This design comes from an exercise in tuning for small area on the open sky130 flow, not from production work. In this exercise RTL edits were held to simulation tests only and were not proved equivalent to the original. Power and IR drop assume default switching activity.

== run A ==
// iolu_framer
module iolu_framer (
    input  wire        clk,
    input  wire        rst,
    input  wire [1:0]  cfg_bitrate,
    input  wire [7:0]  cfg_preop_pdout,
    input  wire [7:0]  cfg_preop_od,
    input  wire [7:0]  cfg_preop_pdin,
    input  wire [7:0]  cfg_op_pdout,
    input  wire [7:0]  cfg_op_od,
    input  wire [7:0]  cfg_op_pdin,
    input  wire        cmd_valid,
    input  wire [11:0] cmd,
    input  wire [63:0] cmd_ts,
    input  wire [63:0] cmd_te,
    output wire        oct_v,
    output wire        oct_dev,
    output wire [9:0]  oct_idx,
    output wire        msg_v,
    output wire        msg_kind,
    output wire [63:0] msg_t_start,
    output wire [63:0] msg_t_end,
    output wire        msg_valid,
    output wire [5:0]  msg_chk_calc,
    output wire [7:0]  msg_mc,
    output wire [7:0]  msg_ck,
    output wire [7:0]  msg_pd_len,
    output wire [7:0]  msg_od_len,
    output wire        drop,
    output wire        fatal,
    output wire [1:0]  fatal_stage,
  ...
Size: about 880 cells after synthesis, roughly 400 I/O pins, roughly 0.010 sq mm of cells after synthesis.
clock: 14.0 ns
lec_check: 0
cap_margin: 20
core_margin: 2
core_utilization: 65
slew_margin: 20
buffer_ports_args: -buffer_cell sky130_fd_sc_hd__buf_1
cts_args: -sink_clustering_enable -repair_clock_nets -dont_use_dummy_load -buf_list {sky130_fd_sc_hd__clkbuf_4 sky130_fd_sc_hd__clkbuf_8}
standard.sh (not shown) runs the stock make flow with config.mk's settings and CLKGATE_MAP_FILE= SYNTH_SCRIPT=/design/flow/synth_recipe.tcl, a recipe that flattens the netlist after the stock synthesis.
==> flow/flow/run.sh <==
#!/bin/bash
# The standard ORFS layout (standard.sh) with three changes:
#  - synthesis maps the logic with an area-oriented ABC script (three rounds
#    of choice computation and area-oriented mapping) in place of ORFS's
#    speed script; everything else in synthesis, including the flip-flop
#    mapping, is ORFS's own;
#  - the port buffers are made from the smallest buffer;
#  - clock tree synthesis uses small clock buffers and adds no dummy loads.
set -e
cat >> config.mk <<'CFG'
export BUFFER_PORTS_ARGS = -buffer_cell sky130_fd_sc_hd__buf_1
export CTS_ARGS = -sink_clustering_enable -repair_clock_nets -dont_use_dummy_load -buf_list {sky130_fd_sc_hd__clkbuf_4 sky130_fd_sc_hd__clkbuf_8}
CFG
# ORFS's scripts with only abc_speed.script replaced, for synthesis only
rm -rf synth_scripts
cp -r "$FLOW_HOME/scripts" synth_scripts
cp flow/abc_area3.script synth_scripts/abc_speed.script
bash standard.sh SCRIPTS_DIR="$PWD/synth_scripts" synth > synth.log 2>&1
bash standard.sh > standard.log 2>&1
==> flow/flow/abc_area3.script <==
strash
&get -n
&st
&dch -f
&nf -a -R 1000
&st
&dch -f
&nf -a -R 1000
&st
&dch -f
&nf -a -R 1000
&put
topo
For run B, these inputs were changed with respect to run A:
-- flow/flow/run.sh --
<<< run A, line 4
#    of choice computation and area-oriented mapping) in place of ORFS's
#    speed script; everything else in synthesis, including the flip-flop
#    mapping, is ORFS's own;
#  - the port buffers are made from the smallest buffer;
>>> run B, line 4
#    of choice computation and area-oriented mapping) in place of ORFS's
#    speed script, and leaves adders to ABC instead of mapping them to
#    adder cells first; everything else in synthesis, including the
#    flip-flop mapping, is ORFS's own;
#  - the port buffers are made from the smallest buffer;
<<< run A, line 17
cp flow/abc_area3.script synth_scripts/abc_speed.script
bash standard.sh SCRIPTS_DIR="$PWD/synth_scripts" synth > synth.log 2>&1
bash standard.sh > standard.log 2>&1
>>> run B, line 18
cp flow/abc_area3.script synth_scripts/abc_speed.script
bash standard.sh SCRIPTS_DIR="$PWD/synth_scripts" ADDER_MAP_FILE= synth > synth.log 2>&1
bash standard.sh > standard.log 2>&1
-- flow/config.mk --
<<< run A, line 9
export CORE_MARGIN = 2
export CORE_UTILIZATION = 65
export SLEW_MARGIN = 20
>>> run B, line 9
export CORE_MARGIN = 2
export CORE_UTILIZATION = 40
export SLEW_MARGIN = 20
--- outcome ---
Post-synthesis instance total (run B / run A): 1.06. Side by side, worst hold slack turned out higher in run B than in run A. Flip-flop and latch share of the layout cell area: run B < run A. Number of antenna violations at the first check in global routing: run A and run B compared, lower one is run B. After detailed routing, run A needs less wire than run B. Run B leaves less setup margin than run A. Relative to run A, per-cell routed wire length decreased by about 6% in run B.
diff inputs: run B => run C
-- flow/flow/run.sh --
<<< run B, line 4
#    of choice computation and area-oriented mapping) in place of ORFS's
#    speed script, and leaves adders to ABC instead of mapping them to
#    adder cells first; everything else in synthesis, including the
#    flip-flop mapping, is ORFS's own;
#  - the port buffers are made from the smallest buffer;
>>> run C, line 4
#    of choice computation and area-oriented mapping) in place of ORFS's
#    speed script; everything else in synthesis, including the flip-flop
#    mapping, is ORFS's own;
#  - the port buffers are made from the smallest buffer;
<<< run B, line 18
cp flow/abc_area3.script synth_scripts/abc_speed.script
bash standard.sh SCRIPTS_DIR="$PWD/synth_scripts" ADDER_MAP_FILE= synth > synth.log 2>&1
bash standard.sh > standard.log 2>&1
>>> run C, line 17
cp flow/abc_area3.script synth_scripts/abc_speed.script
bash standard.sh SCRIPTS_DIR="$PWD/synth_scripts" synth > synth.log 2>&1
bash standard.sh > standard.log 2>&1
## What came out
On cell area, run B and run C are basically level. Relative to run B, the post-layout net count measured on run C has increased by a few percent. Summary — detail-routed net length per standard cell, run C relative to run B: higher, by about 8%. Going from run B to run C, internal power consumption moved down, worst setup slack after layout moved up, share of synthesized cell area in full adder, half adder and majority cells higher, area growth from synthesis to final layout went down 0.73 points, total power has decreased.

separate check: timing with driven ports:
No port has a modelled driver above. Below, the same layouts with a new extraction and two added sets of constraints.
Step 1 (the two cells are an assumption about what drives the block):
set clk [get_ports {clk}]
set_driving_cell -lib_cell sky130_fd_sc_hd__clkbuf_16 $clk
set_driving_cell -lib_cell sky130_fd_sc_hd__buf_2 [delete_from_list [all_inputs] $clk]
Step 2 also shifts input and output timing later by t, the mid clock arrival at the registers, as if the neighbouring blocks saw the same clock.
a / b / c = ideal ports / drivers / drivers and shift; a / b = the first two.
run | t (ns) | setup slack, ns | clock arrival spread, ns | pins driven straight from the clock port
run A | 0.502 | 2.138 / 2.159 / 1.658 | 0.029 / 0.029 | 1
run B | 0.487 | 0.785 / 0.796 / 0.309 | 0.037 / 0.037 | 1
run C | 0.486 | 2.166 / 2.185 / 1.699 | 0.045 / 0.045 | 1
After both steps every run listed still meets setup and hold. For run A, which loses most, drivers alone change the setup slack by +0.021 ns; drivers and shift together by -0.480 ns.
